From an optimization exercise on the open Yosys and OpenROAD flow, aimed at small area, a short achievable clock period and few clock cycles; shortcuts taken in it are not production practice.
Function was checked by simulation only, so behaviour that the tests miss may differ from the original.
No activity file was given, so power comes from the tool's default toggle rates.

==> inputs of run P <==
// lorenc
module lorenc (
    input  wire        clk,
    input  wire        rst,
    input  wire        op_valid,
    input  wire [1:0]  op_code,
    input  wire [7:0]  op_start,
    input  wire [8:0]  op_src_len,
    output wire        busy,
    output reg         done,
    output reg  [1:0]  status,
    input  wire        en,
    input  wire        tp_present,
    input  wire        ok,
    input  wire        tx_empty,
    output reg  [7:0]  tx_data,
    output reg         tx_valid,
    output reg         tx_last,
    output wire [8:0]  src_addr,
    output reg         src_re,
    input  wire [7:0]  src_data,
    input  wire        cfg_we,
    input  wire [1:0]  cfg_idx,
    input  wire [20:0] cfg_wdata,
    input  wire [2:0]  cfg_count,
    output reg         hb_req,
    output reg         log_evt,
    output reg  [2:0]  fault,
    output wire [8:0]  total,
    input  wire [7:0]  occ_idx,
    output wire        occ_bit
);
    localparam ST_DONE = 2'd0, ST_NOTREADY = 2'd1, ST_BACKP = 2'd2, ST_FAULTED = 2'd3;
    localparam S_IDLE   = 3'd0,
               S_INIT   = 3'd1,      
               S_IFIN   = 3'd2,
               S_CHK    = 3'd3,      
               S_RUN    = 3'd4,
               S_HB     = 3'd5,
               S_SETTLE = 3'd6,
               S_FIN    = 3'd7;
    integer i;
    reg  [18:0] stg [0:3];
    reg  [18:0] cfg [0:3];
    reg  [2:0]  n_ctrl;
    reg         force_chg;
    reg  [13:0] total_r;
    wire [2:0] w_dt = cfg_wdata[20:18];
    wire [1:0] w_am = cfg_wdata[17:16];
    wire [2:0] w_et = w_dt[2] ? {1'b1, w_dt[1:0]} :
                      (w_am == 2'd1) ? 3'd1 : (w_am == 2'd2) ? 3'd2 : 3'd0;
    wire [7:0] w_n  = (w_dt == 3'd7) ? 8'd0 : cfg_wdata[7:0];
    always @(posedge clk)
        if (cfg_we && !busy)
            stg[cfg_idx] <= {w_et, cfg_wdata[15:8], w_n};
    assign total = total_r[8:0];
    reg  [7:0] hi8 [0:3];
    reg  [3:0] oval;
    integer    oc;
    lorenc_occ u_occ (
        .idx(occ_idx),
  ...
Settings: LEC_CHECK=0, CAP_MARGIN=20, CORE_MARGIN=2, CORE_UTILIZATION=45, CTS_CLUSTER_DIAMETER=100, CTS_CLUSTER_SIZE=20, PLACE_DENSITY=0.6, SETUP_SLACK_MARGIN=5.0, SLEW_MARGIN=20, SYNTH_HIERARCHICAL=1; clock period 10.0 ns.
run.sh (not shown) runs the stock make flow with config.mk's settings and CLKGATE_MAP_FILE= SYNTH_SCRIPT=/design/flow/synth_recipe.tcl, a recipe that flattens the netlist after the stock synthesis.
==> run Z: changes against run P <==
--- a/flow/design.v
+++ b/flow/design.v
@@ -50,24 +50,40 @@
                       (w_am == 2'd1) ? 3'd1 : (w_am == 2'd2) ? 3'd2 : 3'd0;
     wire [7:0] w_n  = (w_dt == 3'd7) ? 8'd0 : cfg_wdata[7:0];
     always @(posedge clk)
         if (cfg_we && !busy)
             stg[cfg_idx] <= {w_et, cfg_wdata[15:8], w_n};
     assign total = total_r[8:0];
     reg  [7:0] hi8 [0:3];
     reg  [3:0] oval;
-    integer    oc;
-    lorenc_occ u_occ (
-        .idx(occ_idx),
-        .lo0(cfg[0][15:8]), .lo1(cfg[1][15:8]), .lo2(cfg[2][15:8]), .lo3(cfg[3][15:8]),
-        .hi0(hi8[0]), .hi1(hi8[1]), .hi2(hi8[2]), .hi3(hi8[3]),
-        .val(oval),
-        .hit(occ_bit)
-    );
+    wire [15:0] occ_ld = 16'd1 << occ_idx[3:0];
+    reg         occ_hit;
+    reg  [3:0]  o_loh, o_lol, o_hih, o_hil;
+    reg         o_span;
+    reg  [15:0] o_ge, o_le, o_ma, o_mb;
+    integer     oc;
+    always @* begin
+        occ_hit = 1'b0;
+        for (oc = 0; oc < 4; oc = oc + 1) begin
+            o_loh  = cfg[oc][15:12];
+            o_lol  = cfg[oc][11:8];
+            o_hih  = hi8[oc][7:4];
+            o_hil  = hi8[oc][3:0];
+            o_span = (o_hih != o_loh);
+            o_ge   = ~((16'd1 << o_lol) - 16'd1);
+            o_le   = ~(16'hFFFE << o_hil);
+            o_ma   = o_ge & (o_span ? 16'hFFFF : o_le);
+            o_mb   = o_span ? o_le : 16'h0000;
+            if (oval[oc] && ((occ_idx[7:4] == o_loh && (occ_ld & o_ma) != 16'd0) ||
+                             (occ_idx[7:4] == o_hih && (occ_ld & o_mb) != 16'd0)))
+                occ_hit = 1'b1;
+        end
+    end
+    assign occ_bit = (occ_idx == 8'd0) | occ_hit;
     reg [3:0]  h_np1;
     reg [8:0]  h_hi;
     reg [18:0] h_w;
     always @(posedge clk)
         if (st == S_INIT)
             for (oc = 0; oc < 4; oc = oc + 1) begin
                 h_w = cfg[oc];
                 case (h_w[18:16])
@@ -81,16 +97,17 @@
                 h_hi = {1'b0, h_w[15:8]} + {5'd0, h_np1};
                 oval[oc] <= (n_ctrl > oc) && (h_w[7:0] != 8'd0) && (h_w[15:8] != 8'd255);
                 hi8[oc]  <= (h_hi > 9'd254) ? 8'd254 : h_hi[7:0];
             end
     reg [2:0]  st;
     reg        is_alloff;
     reg        rst_fill;
     reg [7:0]  start_r;
+    reg [8:0]  src_len_r;
     reg        en_r, tp_r, ok_r, txe_r;
     reg [3:0]  cnt;
     reg [2:0]  ci;
     reg        init_f;           
     reg        i_v;              
     reg        op_exh;           
     assign busy = (st != S_IDLE);
     reg  [2:0]  cu_c;
@@ -124,18 +141,18 @@
             3'd1: begin pl_eff = {4'b0, pl_n}; pl_cpp = 8'd16;
                         pl_np = {1'b0, pl_n[7:4]} + {4'b0, (pl_n[3:0] != 4'd0)};
                         pl_lastl = (pl_n[3:0] == 4'd0) ? 8'd16 : {4'd0, pl_n[3:0]}; end
             3'd2: begin pl_eff = {4'b0, pl_n}; pl_cpp = {1'b0, pl_n[7:1]}; pl_np = 5'd2;
                         pl_lastl = {1'b0, pl_n[7:1]}; end
             default: begin pl_eff = {4'b0, pl_n}; pl_cpp = pl_n; pl_np = 5'd1; end
         endcase
     end
-    wire [5:0] pl_top   = {2'b0, pl_u[3:0]} + {1'b0, pl_np};
-    wire       pl_bad   = (pl_np != 5'd0) && (pl_u == 8'd0 || (pl_u[7:4] == 4'hF && pl_top[5:4] != 2'b00));
+    wire [8:0] pl_last  = {1'b0, pl_u} + {4'b0, pl_np} - 9'd1;
+    wire       pl_bad   = (pl_np != 5'd0) && (pl_u == 8'd0 || pl_last > 9'd254);
     wire       pl_empty = (pl_np == 5'd0) || (pl_cpp == 8'd0);
     wire [3:0] pl_nbc   = pl_cpp[7:4] + {3'b0, (pl_cpp[3:0] != 4'd0)};
     wire [3:0] pl_nbl   = pl_lastl[7:4] + {3'b0, (pl_lastl[3:0] != 4'd0)};
     wire [4:0] pl_tnc   = (pl_cpp[3:0] == 4'd0) ? 5'd16 : {1'b0, pl_cpp[3:0]};
     wire [4:0] pl_tnl   = (pl_lastl[3:0] == 4'd0) ? 5'd16 : {1'b0, pl_lastl[3:0]};
     reg [4:0]  cu_p, cu_np;
     reg [7:0]  cu_cpp, cu_g0, cu_base, cu_unit;
     reg [3:0]  cu_nbc, cu_nbl;
@@ -234,17 +251,17 @@
     reg [6:0]  ib_bb;
     reg [4:0]  ib_n, ib_cnt;
     reg [15:0] ib_iss;
     reg [2:0]  ib_bk;
     reg [7:0]  ib_unit;
     reg        ib_plast;
     wire       frame_acc = (st == S_IDLE) && op_valid && (op_code == 2'd2);
     wire       issuing = (st == S_RUN) || (st == S_CHK && !is_alloff) || frame_acc;
-    reg  [6:0] ph3;             
+    wire [6:0] ph3     = ph + 7'd3;
     wire [TB-1:0] is_j0 = ph3[TB-1:0] - ib_bb[TB-1:0];
     reg  [3:0] is_j;
     reg        is_ok;
     integer    kk;
     always @* begin
         is_j  = 4'd0;
         is_ok = 1'b0;
         for (kk = 16 / TS - 1; kk >= 0; kk = kk - 1)
@@ -262,38 +279,37 @@
     wire [2:0] n_ahead = {1'b0, nout} + {2'b0, rb_full_w} + {2'b0, rq_full_w};
     wire       ib_load = issuing && (!op_exh || frame_acc) && (cu_st == CU_RDY) &&
                          (!ib_act || is_fin) &&
                          (n_ahead[2:1] == 2'd0 || (n_ahead == 3'd2 && !e_act));
     assign cu_take = ib_load;
     reg        abort;
     reg        s1_v, s2_v, s3_v;
     reg [3:0]  s1_j, s2_j, s3_j;
-    reg [MW-1:0] s2_m, s3_m;
-    wire [6:0]   ph2 = ph3 - 7'd1;
+    reg [MW-1:0] s1_m, s2_m, s3_m;
     reg        s1_f, s2_f, s3_f;    
     reg        s1_l, s2_l, s3_l;    
     reg [2:0]  s1_bk, s2_bk, s3_bk;
     reg [7:0]  s1_u, s2_u, s3_u;
     reg        s1_pl, s2_pl, s3_pl;
     reg [6:0]  src_a;
     reg [7:0]  sd_r;
     reg [7:0]  tap_old;             
     assign src_addr = {2'b0, src_a};
     always @(posedge clk) begin
         sd_r  <= src_data;
         src_a <= is_g;
         s1_j  <= is_j;
+        s1_m  <= is_g[6:TB] - ph3[6:TB];
         s1_f  <= (ib_cnt == 5'd0);
         s1_l  <= is_fin;
         s1_bk <= ib_bk;
         s1_u  <= ib_unit;
         s1_pl <= ib_plast;
-        s2_m  <= src_a[6:TB] - ph2[6:TB];
-        s2_j <= s1_j; s2_f <= s1_f; s2_l <= s1_l;
+        s2_j <= s1_j; s2_m <= s1_m; s2_f <= s1_f; s2_l <= s1_l;
         s2_bk <= s1_bk; s2_u <= s1_u; s2_pl <= s1_pl;
         s3_j <= s2_j; s3_m <= s2_m; s3_f <= s2_f; s3_l <= s2_l;
         s3_bk <= s2_bk; s3_u <= s2_u; s3_pl <= s2_pl;
         tap_old <= ring[{s2_m, {TB{1'b0}}, 3'b0} + 8 +: 8];
         if (is_go) begin
             ib_cnt <= ib_cnt + 5'd1;
             ib_iss[is_j] <= 1'b1;
         end
@@ -550,60 +566,57 @@
                 e_off  <= rq_off;
                 e_bk   <= rq_bk;
                 e_unit <= rq_unit;
                 e_ph   <= rq_tonly ? E_T : E_PRE;
                 e_f    <= 3'd0;
             end
         end
     end
-    wire [14:0] frame_end_in = {7'd0, op_start} + {1'b0, total_r};
-    reg         addr_bad;
+    wire [14:0] frame_end = {7'd0, start_r} + {1'b0, total_r};
     wire        all_idle  = op_exh && !ib_act && !s1_v && !s2_v && !s3_v && !rb_full && !rq_full && !e_act;
     always @* begin
         abort = 1'b0;
         if (st == S_CHK) begin
             if (fault != 3'd0 || !(en_r && tp_r && ok_r))
                 abort = 1'b1;
-            else if (!is_alloff && (!txe_r || addr_bad))
+            else if (!is_alloff && (!txe_r || frame_end > {6'd0, src_len_r} || frame_end > 15'd128))
                 abort = 1'b1;
         end
     end
     assign cu_restart = rst || (st == S_INIT) || abort;
     always @(posedge clk) begin
         if (rst) begin
             st        <= S_INIT;
             init_f    <= 1'b1;
             rst_fill  <= 1'b1;
             i_v       <= 1'b0;
             cnt       <= 4'd0;
             ci        <= 3'd0;
             ph        <= 7'd0;
-            ph3       <= 7'd3;
             n_ctrl    <= 3'd0;
             force_chg <= 1'b1;
             fault     <= 3'd0;
             total_r   <= 14'd0;
             done      <= 1'b0;
             hb_req    <= 1'b0;
             log_evt   <= 1'b0;
             op_exh    <= 1'b0;
         end else begin
             ph      <= ph + 7'd1;
-            ph3     <= ph3 + 7'd1;
             done    <= 1'b0;
             hb_req  <= 1'b0;
             log_evt <= 1'b0;
             if (issuing && cu_exh)
                 op_exh <= 1'b1;
             case (st)
             S_IDLE: begin
                 if (op_valid) begin
                     start_r   <= op_start;
-                    addr_bad  <= (frame_end_in > {6'd0, op_src_len}) || (frame_end_in > 15'd128);
+                    src_len_r <= op_src_len;
                     en_r      <= en;
                     tp_r      <= tp_present;
                     ok_r      <= ok;
                     txe_r     <= tx_empty;
                     status    <= ST_DONE;
                     op_exh    <= 1'b0;
                     is_alloff <= op_code[0];
                     case (op_code)
@@ -659,17 +672,17 @@
                 end else if (!(en_r && tp_r && ok_r)) begin
                     status <= ST_NOTREADY;
                     done   <= 1'b1;
                     st     <= S_IDLE;
                 end else if (!is_alloff && !txe_r) begin
                     log_evt <= 1'b1;
                     status  <= ST_BACKP;
                     st      <= S_FIN;
-                end else if (!is_alloff && addr_bad) begin
+                end else if (!is_alloff && (frame_end > {6'd0, src_len_r} || frame_end > 15'd128)) begin
                     fault  <= 3'd4;
                     status <= ST_FAULTED;
                     done   <= 1'b1;
                     st     <= S_IDLE;
                 end else begin
                     st <= S_RUN;
                 end
             end
@@ -697,35 +710,8 @@
             default: begin       
                 done <= 1'b1;
                 st   <= S_IDLE;
             end
             endcase
         end
     end
 endmodule
-module lorenc_occ (
-    input  wire [7:0] idx,
-    input  wire [7:0] lo0, lo1, lo2, lo3,
-    input  wire [7:0] hi0, hi1, hi2, hi3,
-    input  wire [3:0] val,
-    output wire       hit
-);
-    function ge8;
-        input [7:0] a, b;
-        integer k;
-        reg gt, eq;
-        begin
-            gt = 1'b0;
-            eq = 1'b1;
-            for (k = 7; k >= 0; k = k - 1) begin
-                gt = gt | (eq & a[k] & ~b[k]);
-                eq = eq & (a[k] ~^ b[k]);
-            end
-            ge8 = gt | eq;
-        end
-    endfunction
-    wire in0 = val[0] && ge8(idx, lo0) && ge8(hi0, idx);
-    wire in1 = val[1] && ge8(idx, lo1) && ge8(hi1, idx);
-    wire in2 = val[2] && ge8(idx, lo2) && ge8(hi2, idx);
-    wire in3 = val[3] && ge8(idx, lo3) && ge8(hi3, idx);
-    assign hit = (idx == 8'd0) | in0 | in1 | in2 | in3;
-endmodule
==> flow/config.mk (replaced) <==
export PLATFORM = sky130hd
export DESIGN_NAME = lorenc
export DESIGN_NICKNAME = lorenc
export VERILOG_FILES = /design/flow/design.v
export SDC_FILE = /design/flow/constraint.sdc
export NUM_CORES = 4
export LEC_CHECK = 0
export CAP_MARGIN = 20
export CORE_MARGIN = 2
export CORE_UTILIZATION = 45
export CTS_BUF_LIST = sky130_fd_sc_hd__clkbuf_8
export PLACE_DENSITY = 0.6
export SETUP_SLACK_MARGIN = 4.7
export SLEW_MARGIN = 20
==> comparison table <==
| item | run P | run Z |
|---|---|---|
| Buffer and inverter count on the worst path | 2 | 4 |
| Area share of and/or/nand/nor cells after synthesis | 0.0789 | 0.0888 |
| Clk slew on worst S/H paths | 80 ps | 60 ps |
| Number of iterations in the first detailed-routing pass | 5 | 8 |
| Power Clock | 4.71 mW | 7.05 mW |
| Max Fanout on Critical Path | 8 | 14 |
| Net switching component of the power | 2.88 mW | 3.95 mW |
| Number of logic stages on the critical path including buffering | 8 | 14 |
| Starting density of the core | 0.453 | 0.452 |
| Layout inverter count without the clock tree | 178 | 209 |
| Register-to-Register Setup Slack | 5330 ps | 4900 ps |
| Antenna diodes | 3 | 4 |
| Total routed wirelength | 151,000 um | 173,000 um |
| Die height | 392 um | 403 um |
| Outcome | timing/DRC/antenna clean | timing/DRC/antenna clean |
| CP Launch Point | occ_idx[0] | occ_idx[2] |
| Worst reg-to-reg path cell count | 15 | 19 |
| Sequential share of cell area | 0.653 | 0.596 |
| Switching power share of the total | 0.209 | 0.231 |
| Number of unique standard cell types used by synthesis | 99 | 98 |
| Fraction of synthesized area in multiplexers | 0.0523 | 0.0545 |
| Tapcell Cnt | 2,016 | 2,072 |
| Number of vias per cell after detailed routing | 5.22 | 5.31 |
| Comb group | 0.463 mW | 1.20 mW |
| Post-Synth XOR/XNOR Area | 0.0371 | 0.0405 |
Testbench counts of run P, summed over its fixed seeds: cycles 58,479.
Testbench counts of run Z, summed over its fixed seeds: cycles 58,479.

re-timing with driven ports:
No port has a modelled driver above. Below, the same layouts with a new extraction and two added sets of constraints.
Step 1, drivers: a clkbuf_16 drives clk and a buf_2 each remaining input, both assumed.
Step 2, shift: input delay + t, output delay - t, t = (earliest + latest rising clock arrival at the registers) / 2. This alone moves slack from input paths to output paths.
Three values: ideal ports, drivers, drivers and shift; two values: the first two.
| run | t, ns | slack for setup (ns) | worst hold slack (ns) | worst setup path at the end |
|---|---|---|---|---|
| run P | 0.802 | 4.296 / 4.248 / 4.248 | 0.286 / 0.286 / 0.286 | input to output |
| run Z | 1.011 | 3.614 / 3.578 / 3.578 | 0.271 / 0.271 / 0.271 | input to output |
After both steps every run listed still meets setup and hold. For run P, which loses most, drivers alone change the setup slack by -0.048 ns; drivers and shift together by -0.048 ns.
